Context: an optimization exercise on an open-source flow, tuned for small area, a short achievable clock period and few clock cycles per item. The choices shown serve that exercise and are no tape-out recipe. The RTL was checked by simulation tests, not by an equivalence proof against the original design. Power and IR drop assume default switching activity.

--- design/flow/config.mk ---
export PLATFORM = sky130hd
export DESIGN_NAME = dtg_wpe
export DESIGN_NICKNAME = dtg_wpe
export VERILOG_FILES = /design/flow/design.v
export SDC_FILE = /design/flow/constraint.sdc
export NUM_CORES = 4
export LEC_CHECK = 0
export CAP_MARGIN = 20
export CORE_MARGIN = 2
export CORE_UTILIZATION = 40
export PLACE_DENSITY = 0.6
export SLEW_MARGIN = 20
--- design/flow/constraint.sdc ---
create_clock -name core_clock -period 10.0 [get_ports {clk}]
set_input_delay 2.0000 -clock core_clock [delete_from_list [all_inputs] [get_ports {clk}]]
set_output_delay 2.0000 -clock core_clock [all_outputs]
set_load 0.01 [all_outputs]
--- design/flow/design.v ---
module dtg_wpe (
    input  wire        clk,
    input  wire        rst,           
    input  wire        start,
    input  wire        op,
    input  wire [31:0] freq_hz,
    input  wire [31:0] duty_raw,      
    input  wire [31:0] dt_raw,        
    input  wire [11:0] div16_in,
    input  wire [15:0] top_in,
    output wire        ready,
    output reg         done,
    output reg         err,
    output reg  [11:0] div16,
    output reg  [15:0] top,
    output wire [31:0] cc,
    output wire [15:0] eff_ticks,
    output wire [31:0] achieved_dt_ns,
    output wire [31:0] achieved_freq
);
    localparam [30:0] K0 = 31'd2000000000;    
    localparam [13:0] K1 = 14'd15258;         
    localparam [3:0] A_IDLE  = 4'd0,
                     A_SETUP = 4'd1,
                     A_DIV   = 4'd2,
                     A_DINC  = 4'd3,
                     A_D1    = 4'd4,
                     A_D2    = 4'd5,
                     A_C     = 4'd6,
                     A_TOP   = 4'd7,
                     A_WAITM = 4'd8,
                     A_FIN   = 4'd9,
                     A_DONE  = 4'd10;
    localparam [1:0] PH_Q = 2'd0, PH_C = 2'd1, PH_F = 2'd2;
    localparam [3:0] M_IDLE = 4'd0,
                     M_WTOP = 4'd1,
                     M_D2   = 4'd2,
                     M_A    = 4'd3,
                     M_WT   = 4'd4,
                     M_E2   = 4'd5,
                     M_E3   = 4'd6,
                     M_ADT  = 4'd7,
                     M_DONE = 4'd8;
    localparam [1:0] T_WD = 2'd0, T_SAT = 2'd1, T_DIV = 2'd2, T_DONE = 2'd3;
    reg        busy;
    reg  [3:0] sa;
    reg  [1:0] aph;
    reg        ksel;         
    reg        d16;          
    reg        needd2;       
    reg        topv;         
    reg        d2v;          
    reg        dv;           
    reg [30:0] ra;           
    reg [29:0] ya;           
    reg [25:0] qa;           
    reg  [4:0] cnta;
    reg  [3:0] sm;
    reg [18:0] acc;          
    reg  [3:0] cntm;
    reg [16:0] duty_q;       
    reg        dprev;
    reg  [1:0] st;
    reg [12:0] rt;           
    reg [15:0] nq;           
    reg  [4:0] cntt;
    reg        sat;
    reg [15:0] a_r;
    reg [15:0] b_r;
    reg [26:0] adt;
    assign ready          = ~busy;
    assign cc             = {b_r, a_r};
    assign eff_ticks      = nq;
    assign achieved_dt_ns = {5'd0, adt};
    assign achieved_freq  = {6'd0, qa};
    wire        f_err   = (freq_hz < 32'd4) | (freq_hz > 32'd41666666);
    wire        f_big   = (freq_hz > 32'd953);
    wire [16:0] duty_c  = duty_raw[31]               ? 17'd0 :
                          (duty_raw > 32'h0001_0000) ? 17'h1_0000 :
                                                       duty_raw[16:0];
    wire [27:0] dt_c    = dt_raw[31]          ? 28'd0 :
                          (|dt_raw[30:27])    ? 28'h800_0000 :
                                                {1'b0, dt_raw[26:0]};
    function [4:0] msb30(input [29:0] v);
        integer i;
        begin
            msb30 = 5'd0;
            for (i = 0; i < 30; i = i + 1)
                if (v[i]) msb30 = i[4:0];
        end
    endfunction
    wire [4:0]  ym      = msb30(ya);
    wire [4:0]  s0      = 5'd31 - ym;
    wire [4:0]  s1      = 5'd14 - ym;
    wire [4:0]  s_init  = ksel ? s1 : s0;
    wire [30:0] r_init  = ksel ? ({17'd0, K1} >> s1) : (K0 >> s0);
    wire [4:0]  kidx    = cnta - 5'd1;
    wire        kbit    = ksel ? K1[kidx[3:0]] : K0[kidx];
    wire [30:0] sh      = {ra[29:0], kbit};
    reg  [31:0] ax, ay;
    always @* begin
        ax = {1'b0, sh};
        ay = {2'b0, ya};
        case (sa)
            A_DINC, A_C, A_FIN: begin ax = {6'd0, qa}; ay = 32'hFFFF_FFFF; end
            A_TOP:              begin ax = {6'd0, qa}; ay = 32'd1; end
            A_D1:               begin ax = {1'b0, ra}; end
            A_D2:               begin ax = {18'd0, K1}; end
            default: ;
        endcase
    end
    wire [31:0] az  = ax - ay;
    wire        age = ~az[31];
    wire [14:0] dx   = {3'b000, div16, 1'b0};
    wire [2:0]  dwin = dx >> {cntm[2:0], 1'b0};
    wire [2:0]  mwin = (sm == M_A) ? {duty_q[1:0], dprev} : dwin;
    wire        bneg = mwin[2] & ~(mwin[1] & mwin[0]);
    wire        btwo = (mwin == 3'b011) | (mwin == 3'b100);
    wire        bone = mwin[1] ^ mwin[0];
    wire [15:0] mx   = (sm == M_ADT) ? nq : top;
    wire [18:0] bmag = btwo ? {2'b0, mx, 1'b0} : bone ? {3'b0, mx} : 19'd0;
    reg  [18:0] mxo, myo;
    reg         mcin;
    always @* begin
        mxo  = acc;
        myo  = bneg ? ~bmag : bmag;
        mcin = bneg;
        case (sm)
            M_WT: begin mxo = {3'b0, a_r}; myo = {3'b0, nq}; mcin = |rt; end
            M_E2: begin myo = ~{3'b0, top}; mcin = 1'b1; end
            M_E3: begin mxo = {3'b0, b_r}; myo = ~{3'b0, a_r}; mcin = 1'b1; end
            default: ;
        endcase
    end
    wire [18:0] msum = mxo + myo + {18'd0, mcin};
    wire [18:0] mshr = {{2{msum[18]}}, msum[18:2]};
    wire [12:0] tsh  = (st == T_SAT) ? rt : {rt[11:0], nq[15]};
    wire [13:0] tz   = {1'b0, tsh} - {2'b0, div16};
    wire        tge  = ~tz[13];
    wire a_fin = (sa == A_FIN) | (sa == A_DONE);
    wire m_fin = (sm == M_DONE) | ((sm == M_ADT) & (cntm == 4'd6));
    always @(posedge clk) begin
        if (rst) begin
            busy <= 1'b0;
            done <= 1'b0;
            sa   <= A_IDLE;
            sm   <= M_IDLE;
            st   <= T_DONE;
        end else begin
            done <= 1'b0;
            if (!busy) begin
                if (start) begin
                    busy   <= 1'b1;
                    err    <= 1'b0;
                    topv   <= 1'b0;
                    d2v    <= 1'b0;
                    dv     <= 1'b0;
                    sat    <= 1'b0;
                    duty_q <= duty_c;
                    dprev  <= 1'b0;
                    rt     <= dt_c[27:15];
                    nq     <= {dt_c[14:0], 1'b0};
                    ksel   <= 1'b0;
                    cntm   <= 4'd0;
                    if (op) begin
                        div16  <= div16_in;
                        top    <= top_in;
                        d16    <= 1'b0;
                        needd2 <= 1'b1;
                        acc    <= {7'd0, div16_in};
                        sm     <= M_D2;
                        aph    <= PH_F;
                        sa     <= A_WAITM;
                        st     <= T_SAT;
                    end else if (f_err) begin
                        err    <= 1'b1;
                        sa     <= A_DONE;
                        sm     <= M_DONE;
                        st     <= T_DONE;
                    end else if (f_big) begin
                        div16  <= 12'd16;
                        d16    <= 1'b1;
                        needd2 <= 1'b0;
                        ya     <= {freq_hz[25:0], 4'd0};
                        aph    <= PH_C;
                        sa     <= A_SETUP;
                        sm     <= M_WTOP;
                        st     <= T_SAT;
                    end else begin
                        d16    <= 1'b0;
                        needd2 <= 1'b1;
                        ya     <= {20'd0, freq_hz[9:0]};
                        ksel   <= 1'b1;
                        aph    <= PH_Q;
                        sa     <= A_SETUP;
                        sm     <= M_WTOP;
                        st     <= T_WD;
                    end
                end
            end else begin
                case (sa)
                A_SETUP: begin
                    ra   <= r_init;
                    cnta <= s_init;
                    qa   <= 26'd0;
                    sa   <= A_DIV;
                end
                A_DIV: begin
                    ra   <= age ? az[30:0] : sh;
                    qa   <= {qa[24:0], age};
                    cnta <= cnta - 5'd1;
                    if (cnta == 5'd1)
                        sa <= (aph == PH_Q) ? A_DINC : (aph == PH_C) ? A_C : A_FIN;
                end
                A_DINC: begin
                    div16 <= az[11:0];
                    dv    <= 1'b1;
                    sa    <= A_D1;
                end
                A_D1: begin
                    ya <= az[29:0];
                    sa <= A_D2;
                end
                A_D2: begin
                    ya   <= az[29:0];
                    ksel <= 1'b0;
                    aph  <= PH_C;
                    sa   <= A_SETUP;
                end
                A_C: begin
                    qa <= az[26:1];
                    if (d16) ya <= {9'd0, az[17:1], 4'd0};
                    sa <= A_TOP;
                end
                A_TOP: begin
                    top  <= az[15:0];
                    topv <= 1'b1;
                    aph  <= PH_F;
                    if (d16) begin
                        ra   <= r_init;
                        cnta <= s_init;
                        qa   <= 26'd0;
                        sa   <= A_DIV;
                    end else begin
                        sa   <= A_WAITM;
                    end
                end
                A_WAITM: if (d2v) sa <= A_SETUP;
                A_FIN: begin
                    qa <= az[26:1];
                    sa <= A_DONE;
                end
                default: ;
                endcase
                case (sm)
                M_WTOP: if (topv) begin
                    cntm <= 4'd0;
                    if (needd2) begin
                        acc <= {7'd0, div16};
                        sm  <= M_D2;
                    end else begin
                        acc <= 19'd0;
                        sm  <= M_A;
                    end
                end
                M_D2: begin
                    ya[13:0] <= {msum[1:0], ya[13:2]};
                    acc  <= mshr;
                    cntm <= cntm + 4'd1;
                    if (cntm == 4'd6) begin
                        ya[29:14] <= mshr[15:0];
                        d2v  <= 1'b1;
                        acc  <= 19'd0;
                        cntm <= 4'd0;
                        sm   <= M_A;
                    end
                end
                M_A: begin
                    acc    <= mshr;
                    duty_q <= {2'b00, duty_q[16:2]};
                    dprev  <= duty_q[1];
                    cntm   <= cntm + 4'd1;
                    if (cntm == 4'd8) begin
                        a_r <= msum[15:0];
                        sm  <= M_WT;
                    end
                end
                M_WT: if (st == T_DONE) begin
                    if (sat) begin
                        b_r <= top;
                        sm  <= M_E3;
                    end else begin
                        acc <= msum;
                        sm  <= M_E2;
                    end
                end
                M_E2: begin
                    b_r <= msum[18] ? acc[15:0] : top;
                    sm  <= M_E3;
                end
                M_E3: begin
                    nq   <= msum[15:0];
                    acc  <= 19'd1;
                    cntm <= 4'd0;
                    sm   <= M_ADT;
                end
                M_ADT: begin
                    adt[12:0] <= {msum[1:0], adt[12:2]};
                    acc  <= mshr;
                    cntm <= cntm + 4'd1;
                    if (cntm == 4'd6) begin
                        adt[26:13] <= mshr[13:0];
                        sm <= M_DONE;
                    end
                end
                default: ;
                endcase
                case (st)
                T_WD: if (dv) st <= T_SAT;
                T_SAT: begin
                    if (tge) begin
                        sat <= 1'b1;
                        st  <= T_DONE;
                    end else begin
                        cntt <= 5'd16;
                        st   <= T_DIV;
                    end
                end
                T_DIV: begin
                    rt   <= tge ? tz[12:0] : tsh;
                    nq   <= {nq[14:0], tge};
                    cntt <= cntt - 5'd1;
                    if (cntt == 5'd1) st <= T_DONE;
                end
                default: ;
                endcase
                if (a_fin && m_fin) begin
                    done <= 1'b1;
                    busy <= 1'b0;
                    sa   <= A_IDLE;
                    sm   <= M_IDLE;
                end
            end
        end
    end
endmodule
--- design/flow/run.sh ---
#!/bin/bash
# synth_recipe.tcl (not shown) runs the flow's synth.tcl, then flattens the netlist and writes it again
# the make line also repeats each setting of config.mk as NAME=value (left out here)
make -C /OpenROAD-flow-scripts/flow DESIGN_CONFIG=/design/flow/config.mk WORK_HOME=/design/flow/orfs CLKGATE_MAP_FILE= SYNTH_SCRIPT=/design/flow/synth_recipe.tcl finish
==> summary.md, run 1 <==
| Metric | Value |
|---|---|
| Global-route wire length before repair | `118 mm` |
| Largest delay contributor family on the critical path | `simple AND/OR/NAND/NOR gates` |
| Startpoint of the tightest hold check path | `adt[4]` |
| Average cell area after synthesis | `9.21 um^2` |
| Post-CTS sizing | `0` |
| Overall overflow remaining after global route | `0` |
| Die extent in y | `232 um` |
| Total clock sinks | `276` |
| Die W | `232 um` |
| Total via count after detailed routing | `19,700` |
| Unique masters post-synth | `104` |
| Setup repair after global routing missed its margin | `false` |
| Max Cap Violations | `0` |
| Total number of placement rows | `83` |
| Number of non-filler instances in the completed layout | `3,166` |
| Violation count after the first detailed-routing iteration | `2,522` |
| Worst Reg-to-Reg Cells | `21` |
| Number of buffer cells added on primary ports | `259` |
| Synthesized flop and latch total | `276` |
| Pin count of the biggest net entering global routing | `68` |
| Post-Route WL | `80.7 mm` |
| Proportion of register bits with asynchronous set or reset after synthesis | `0%` |
| Cell Chain, Critical Path | `nand2b_1, nor2_2, a21oi_2, nand2_2, inv_1, nand2_1, buf_4, nor2_1, buf_4, a222oi_1, inv_1, ha_1, o21a_1, o31ai_2, a2111oi_2, o21ai_1, a31oi_4, mux2i_1, nor2_4, mux2_2, a221o_1` |
| Number of fillers in the final layout | `4,846` |
| Slew at the pin closest to its max-slew limit | `1.24 ns` |
| Via count of the first global-routing pass | `18,500` |
| Final number of setup-violating endpoints | `0` |
| Critical path endpoint category | `flop` |
| Clock transition at path regs | `0.06 ns` |
| Placed cells | `3,106` |
| Most common library cell in the layout ignoring fill and taps | `edfxtp_1` |
| Clock insertion delay at the later pin of the skew report | `0.58 ns` |
| Final max-slew violation count | `0` |
| Gpl congestion | `0.994` |
| Number of detailed-routing iterations run before antenna repair | `8` |
| Arrival time reported for the critical path endpoint | `7.77 ns` |
| Type of the worst min-delay path | `reg2reg` |
| Result of the run | `complete, no violations` |
| Number of nets in the finished design | `2,679` |
| Stage delay of the slowest cell on the critical path | `0.89 ns` |
| I/O pins | `271` |
| Final worst-path cycle share | `74.7%` |
| Routed vias/inst | `6.22` |
| TritonCTS clock tree | `done` |
| Residual antenna-violating net count after detailed routing | `0` |
| Leakage | `9.29 nW` |
| Clock period minus worst slack | `7.47 ns` |
| Worst flop-to-flop path startpoint | `sa[1]` |
| Leading cell types in the layout, fill and taps excluded | `edfxtp_1, clkdlybuf4s50_1, nand2_1` |
| Share of post-route cells with drive strength above 1 | `8.66%` |
| Sequential cell area fraction in the yosys report | `39.1%` |
| Yosys synthesis warning count | `1` |
| Maximum net fanout on the critical path | `36` |
| Power density cells | `182 nW/um^2` |
| Highest-delay cell along the critical path | `nor2_4` |
| Clock Root Buffer | `clkbuf_16` |
| Post-route total power | `4.58 mW` |
| HPWL after detailed placement | `61.0 mm` |
| Number of clock buffers inserted by TritonCTS | `35` |
| Antenna violations before repair | `1` |
| Worst hold endpoint | `adt[2]` |
| Combined global-route utilization of all metal layers | `29.0%` |
| Final Core Density | `49.0%` |
| Setup Fix Bufs, Post-CTS | `0` |
| Cell count after synthesis | `2,265` |
| DR WL/cell | `25.5 um` |
| Critical path type | `reg2reg` |
| Fin. Hold Viols | `0` |
| DRC errors left | `0` |
| Required time of the worst setup path | `10.30 ns` |
| Initial core utilization | `40.6%` |
| Sum of buffers and inverters on the critical path | `4` |
| Flip-flop cell with the highest count after synthesis | `edfxtp_1` |
| Register-to-register setup slack | `2.53 ns` |
| Worst hold slack | `0.450 ns` |
| Post-Route Setup TNS | `0 ns` |
| Mapped cell area | `20,900 um^2` |
| Layout area overhead | `20.8%` |
| Fmax | `0.134 GHz` |
| Maximum number of buffers from clock root to sink | `3` |
| Max IR drop VDD | `0.000120 V` |
| Floorplan Core Area | `51,400 um^2` |
| Total die area | `54,000 um^2` |
| Max-slew headroom at the worst pin | `16.3%` |
| Worst R2R End | `ra[5]` |
| Count of H-tree levels built during CTS | `2` |
| Number of enable-type register cells in the synthesized netlist | `264` |
| Startpoint type of the worst setup path | `flop` |
| Hold-fix buffers at CTS | `0` |
| Cell count of the worst hold path | `0` |
| Final Skew | `0.0350 ns` |
-- cells in the mapped netlist, types with 16 or more instances --
| cell | instances | area share [%] |
|---|---|---|
| mux2_2 | 49 | 2.6 |
| mux2i_1 | 97 | 4.7 |
| a221oi_1 | 21 | 0.88 |
| a31oi_1 | 16 | 0.48 |
| a211oi_1 | 16 | 0.58 |
| inv_1 | 100 | 1.8 |
| nor3_1 | 42 | 1.0 |
| nor2_1 | 179 | 3.2 |
| nor2b_1 | 25 | 0.75 |
| buf_4 | 16 | 0.58 |
| o211ai_1 | 18 | 0.65 |
| nand2b_1 | 37 | 1.1 |
| a21oi_1 | 189 | 4.5 |
| a22o_1 | 54 | 2.3 |
| xor2_1 | 20 | 0.84 |
| o22ai_1 | 19 | 0.57 |
| xnor2_1 | 38 | 1.6 |
| nand2_1 | 212 | 3.8 |
| a222oi_1 | 17 | 0.82 |
| nor4_1 | 22 | 0.66 |
| clkbuf_1 | 113 | 2.0 |
| o21ai_0 | 178 | 4.3 |
| nand3_1 | 61 | 1.5 |
| ha_1 | 84 | 5.0 |
| edfxtp_1 | 264 | 38 |
| and3_1 | 22 | 0.66 |
| o21a_1 | 21 | 0.76 |
-- worst max path at each step --
stage / startpoint / end / cells past startpoint / slack [ns]
floorplan: cntm[1] / b_r[10] / 24 / 4.46
global placement: sm[1] / b_r[1] / 22 / 2.89
detailed placement: sa[1] / ra[5] / 21 / 2.74
CTS: sa[1] / ra[5] / 21 / 2.71
global route: sa[1] / ra[5] / 21 / 2.10
finish: sa[1] / ra[5] / 21 / 2.53
-- metal layers --
layer / up-vias / GRT usage, % / share of wire, %
met3: 147 / 4.66 / 8.3
met5: - / 0 / 0
met1: 9600 / 39.9 / 43
met2: 988 / 45.9 / 46
met4: 0 / 10.6 / 3.5
li1: 8957 / - / -
-- power breakdown --
group          switching [mW]  internal (mW)
Clock                   0.528          0.683
Combinational            1.22          0.666
Sequential             0.0789           1.41
-- cells by family (layout without fill, tap and decap cells) --
group                      after synthesis  in the layout  share of synthesized area, %
xor gates and xnor gates                59             59                          2.51
and+or+nand+nor                        689            689                          15.8
other                                    1             13                        0.0180
AOI/OAI and AO/OA                      738            738                          23.9
DFF                                    276            276                          39.1
buffers and inverters                  257            466                          5.10
adders and majority gates               88             88                          5.42
muxes                                  157            157                          8.12
-- layout make-up --
type	count	area, um^2	share of cell area (%)
Tap cell	680	851	3.38
Multi-Input combinational cell	1742	11800	46.8
Inverter	102	385	1.53
Antenna cell	2	5.00	0.0199
Sequential cell	276	8170	32.4
Timing Repair Buffer	306	2950	11.7
Clock buffer	42	923	3.66
Clock inverter	16	121	0.482
-- state kept, by name, summed over array words and instances (netlist names), 2 cells and up --
| name | count |
|---|---|
| sm | 4 |
| acc | 19 |
| qa | 26 |
| top | 16 |
| b_r | 16 |
| cntm | 4 |
| nq | 16 |
| st | 2 |
| rt | 13 |
| cnta | 5 |
| aph | 2 |
| duty_q | 17 |
| a_r | 16 |
| adt | 27 |
| sa | 4 |
| ya | 30 |
| ra | 31 |
| cntt | 5 |
| div16 | 12 |
-- stage by stage --
stage	setup slack, ns	instance area [um^2]
floorplan	4.46	20900
global placement	2.89	24100
detailed placement	2.74	24100
CTS	2.71	25200
global route	2.10	25200
finish	2.53	25200
Testbench counts, summed over its fixed seeds: cycles 90,258, items 2,400.
==> run 2, diff against run 1 <==
--- a/design/flow/config.mk
+++ b/design/flow/config.mk
@@ -11,2 +11,3 @@
 export PLACE_DENSITY = 0.6
+export SETUP_SLACK_MARGIN = 5
 export SLEW_MARGIN = 20
==> run 2 against run 1 <==
Die area is the same. Critical path depth grew 2. Sequential share of layout area shrank 1.4 points. Synthesized cell count is the same. First-iteration DRC count shrank 2.5%.
==> summary.md, run 2 <==
| Metric | Value |
|---|---|
| Slew at the pin closest to its max-slew limit | `1.21 ns (-0.0264 ns)` |
| Storage cell area | `8190 um^2 (+0.20%)` |
| Antenna violations before repair | `4 (+3)` |
| Number of fillers in the final layout | `4,780 (-1.4%)` |
| TritonCTS clock tree | `done` |
| Flip-flop cell with the highest count after synthesis | `edfxtp_1` |
| Critical path type | `reg2reg` |
| Fmax | `0.187 GHz (+39%)` |
| Clock network fraction of design power | `24.6% (-1.8 points)` |
| Mapped cell area | `20,900 um^2 (unchanged)` |
| Highest-delay cell along the critical path | `mux4_2` |
| Largest delay contributor family on the critical path | `compound AO/OA/AOI/OAI gates` |
| Fin. Hold Viols | `0 (unchanged)` |
| I/O pins | `271 (unchanged)` |
| Average cell area after synthesis | `9.21 um^2 (unchanged)` |
| Sum of buffers and inverters on the critical path | `3 (-1)` |
| Most common library cell in the layout ignoring fill and taps | `edfxtp_1` |
| Most repeated library cell on the critical path | `o21ai_2` |
| Number of detailed-routing iterations run before antenna repair | `7 (-1)` |
| Max Cap Violations | `0 (unchanged)` |
| Number of buffer cells added on primary ports | `259 (unchanged)` |
| Worst R2R End | `b_r[10]` |
| Violation count after the first detailed-routing iteration | `2,460 (-2.5%)` |
| Via count of the first global-routing pass | `19,000 (+2.8%)` |
| Sequential cell area fraction in the yosys report | `39.1% (unchanged)` |
| Clock transition at path regs | `0.06 ns (about the same)` |
| Cell count of the worst hold path | `0 (unchanged)` |
| Setup repair after global routing missed its margin | `true` |
| Synthesized flop and latch total | `276 (unchanged)` |
| Final Skew | `0.0395 ns (+0.00448 ns)` |
| Total via count after detailed routing | `20,200 (+2.4%)` |
| Pin count of the biggest net entering global routing | `80 (+18%)` |
| Final number of setup-violating endpoints | `0 (unchanged)` |
| Combined global-route utilization of all metal layers | `29.5% (+0.48 points)` |
| Worst flop-to-flop path startpoint | `cntm[1]` |
| Worst Reg-to-Reg Cells | `23 (+9.5%)` |
| Unique masters post-synth | `104 (unchanged)` |
| Yosys synthesis warning count | `1 (unchanged)` |
| Biggest regs | `ra: 31 flops, ya: 30 flops, adt: 27 flops` |
| Floorplan Core Area | `51,400 um^2 (unchanged)` |
| Routed vias/inst | `6.25 (+0.49%)` |
| Max-slew headroom at the worst pin | `18.5% (+2.2 points)` |
| DRC errors left | `0 (unchanged)` |
| Stage delay of the slowest cell on the critical path | `0.54 ns (-0.35 ns)` |
| Total clock sinks | `276 (unchanged)` |
| Placed Area | `24,100 um^2 (about the same)` |
| Total die area | `54,000 um^2 (unchanged)` |
| Leading cell types in the layout, fill and taps excluded | `edfxtp_1, clkdlybuf4s50_1, nand2_1` |
| Power Internal | `2.92 mW (+5.9%)` |
| HPWL after detailed placement | `59.8 mm (-1.9%)` |
| Final Core Density | `51.3% (+2.3 points)` |
| Post-synth top area cell | `edfxtp_1` |
| Die extent in y | `232 um (unchanged)` |
| Post-Route WL | `82.1 mm (+1.7%)` |
| Top-area cell type share of the netlist area | `38.0% (unchanged)` |
| Layout area overhead | `26.5%` |
| Required time of the worst setup path | `10.30 ns (about the same)` |
| Area of combinational cells with multiple inputs | `12,400 um^2 (+5.5%)` |
| Number of enable-type register cells in the synthesized netlist | `264 (unchanged)` |
| Proportion of register bits with asynchronous set or reset after synthesis | `0% (unchanged)` |
| Power density cells | `184 nW/um^2 (+1.4%)` |
| Share of post-route cells with drive strength above 1 | `14.3% (+5.7 points)` |
| Largest register FFs | `31 (unchanged)` |
| Maximum net fanout on the critical path | `16 (-56%)` |
| Leakage | `9.75 nW (+5.0%)` |
| Leading cell type by number of instances after synthesis | `edfxtp_1` |
| Number of clock buffers inserted by TritonCTS | `34 (-2.9%)` |
| DR WL/cell | `25.5 um (-0.16%)` |
| Combinational share of power | `44.9% (+3.8 points)` |
| Worst hold endpoint | `adt[3]` |
| Startpoint type of the worst setup path | `flop` |
| Sequential group share of total power | `30.5% (-2.0 points)` |
| Total number of placement rows | `83 (unchanged)` |
| Register-to-register setup slack | `4.64 ns (+2.11 ns)` |
| Overall overflow remaining after global route | `0 (unchanged)` |
| Post-route total power | `4.87 mW (+6.3%)` |
| Residual antenna-violating net count after detailed routing | `0 (unchanged)` |
| Count of H-tree levels built during CTS | `2 (unchanged)` |
| Gpl congestion | `1.00 (+1.0%)` |
| Max IR drop VDD | `0.000120 V (+0.65%)` |
| Startpoint of the tightest hold check path | `adt[5]` |
| Design Area, Final | `26,400 um^2 (+4.7%)` |
| Worst Setup SP | `cntm[1]` |
| Clock insertion delay at the later pin of the skew report | `0.57 ns (about the same)` |
| Clock Root Buffer | `clkbuf_16` |
| Initial core utilization | `40.6% (unchanged)` |
| Final worst-path cycle share | `53.6% (-21 points)` |
| Switch share | `40.0% (+0.21 points)` |
| Critical path endpoint category | `flop` |
| Clock period minus worst slack | `5.36 ns (-2.11 ns)` |
| Maximum number of buffers from clock root to sink | `3 (unchanged)` |
| Final max-slew violation count | `0 (unchanged)` |
| Register name with the most flops | `ra` |
| Leading cell types by total area after synthesis | `edfxtp_1, ha_1, mux2i_1` |
| Hold-fix buffers at CTS | `0 (unchanged)` |
| Cell count after synthesis | `2,265 (unchanged)` |
| Power dissipated by switching net loads | `1.95 mW (+6.8%)` |
| Global-route wire length before repair | `121 mm (+1.9%)` |
| Result of the run | `complete, no violations` |
| Number of nets in the finished design | `2,737 (+2.2%)` |
| Cell Chain, Critical Path | `mux4_2, o221ai_2, o21ai_2, ha_4, mux2i_4, buf_6, and3b_1, xor2_1, nand2_1, o21ai_2, fa_2, inv_2, fa_2, a211oi_4, o21ai_2, a311oi_2, o21ai_2, o31ai_4, nor3_2, a31oi_2, a21oi_4, buf_12, mux2_4` |
| Die W | `232 um (unchanged)` |
| Post-Route Setup TNS | `0 ns (unchanged)` |
| Type of the worst min-delay path | `reg2reg` |
| Cell types with the highest counts after synthesis | `edfxtp_1, nand2_1, a21oi_1, nor2_1, o21ai_0` |
| Arrival time reported for the critical path endpoint | `5.66 ns (-2.11 ns)` |
==> run 2: how the worst max path moves through the flow <==
stage | to | slack (ns) | cells after the start
floorplan | b_r[10] | 4.82 | 23
global placement | ra[26] | 3.17 | 21
detailed placement | ra[26] | 2.92 | 21
CTS | b_r[10] | 4.74 | 24
global route | b_r[10] | 4.47 | 23
finish | b_r[10] | 4.64 | 23
==> run 2: cells by family after synthesis <==
group,after synthesis,share of synthesized area [%]
AO/OA/AOI/OAI,738,23.9
XOR/XNOR,59,2.51
adder cells (fa/ha/maj),88,5.42
buffers and inverters,257,5.10
flip-flops,276,39.1
multiplexers,157,8.12
other,1,0.0180
AND/OR/NAND/NOR,689,15.8
==> run 2: cell type report <==
type,instances,share of cell area [%]
Multi-Input combinational cell,1745,47.1
Sequential cell,276,31.0
Timing Repair Buffer,362,13.2
Clock buffer,39,3.37
Tap cell,680,3.22
Inverter,102,1.46
Clock inverter,19,0.545
Antenna cell,3,0.0284
==> run 2: power by group through the flow <==
| stage | Clock [mW] | Combinational [mW] | Sequential, mW |
|---|---|---|---|
| finish | 1.20 | 2.18 | 1.49 |
| global route | 1.26 | 2.31 | 1.49 |
| CTS | 1.22 | 1.98 | 1.48 |
| detailed placement | 0 | 1.83 | 1.50 |
| global placement | 0 | 1.80 | 1.50 |
| floorplan | 0 | 1.17 | 1.47 |
==> run 2: timing repair <==
item                                    CTS  global route
setup buffers                            35            18
endpoints found under the setup margin  190           112
pin swaps                                17            13
resized for setup                        71            56
cloned                                    4             2
==> run 2: stage by stage <==
step	worst slack, ns	cells	hold WS, ns
after floorplan	4.82	2275	0.499
after global placement	3.17	3106	0.433
after detailed placement	2.92	3106	0.439
after CTS	4.74	3203	0.453
after global routing	4.47	3224	0.455
final	4.64	3226	0.451
==> run 2: metal layers <==
metal / wire, um / GRT usage (%)
met3: 7620 / 5.04
met1: 33500 / 39.4
met2: 37200 / 46.0
met5: 14 / 0
met4: 3830 / 14.4

-- afterwards: timing with drivers on the ports --
Ports are ideal in the flow. The routed layouts listed here were re-timed in OpenROAD.
Step 1 (the two cells are an assumption about what drives the block):
set clk [get_ports {clk}]
set_driving_cell -lib_cell sky130_fd_sc_hd__clkbuf_16 $clk
set_driving_cell -lib_cell sky130_fd_sc_hd__buf_2 [delete_from_list [all_inputs] $clk]
Step 2 moves the port delays by t, midway between the first and last clock arrival at a register: inputs arrive t later, outputs are due t later. That takes back most of the time a late clock gives input paths.
Three values: no drivers, after step 1, after step 2; two values: the first two.
| run | t (ns) | slack for setup (ns) | worst data-port slew with drivers (ns) |
|---|---|---|---|
| run 1 | 0.619 | 2.535 / 2.535 / 2.535 | 0.10 |
| run 2 | 0.612 | 4.642 / 4.642 / 4.469 | 0.10 |
After both steps setup and hold are still met in every run listed. For run 2, which loses most, drivers alone change the setup slack by 0.000 ns; drivers and shift together by -0.173 ns.
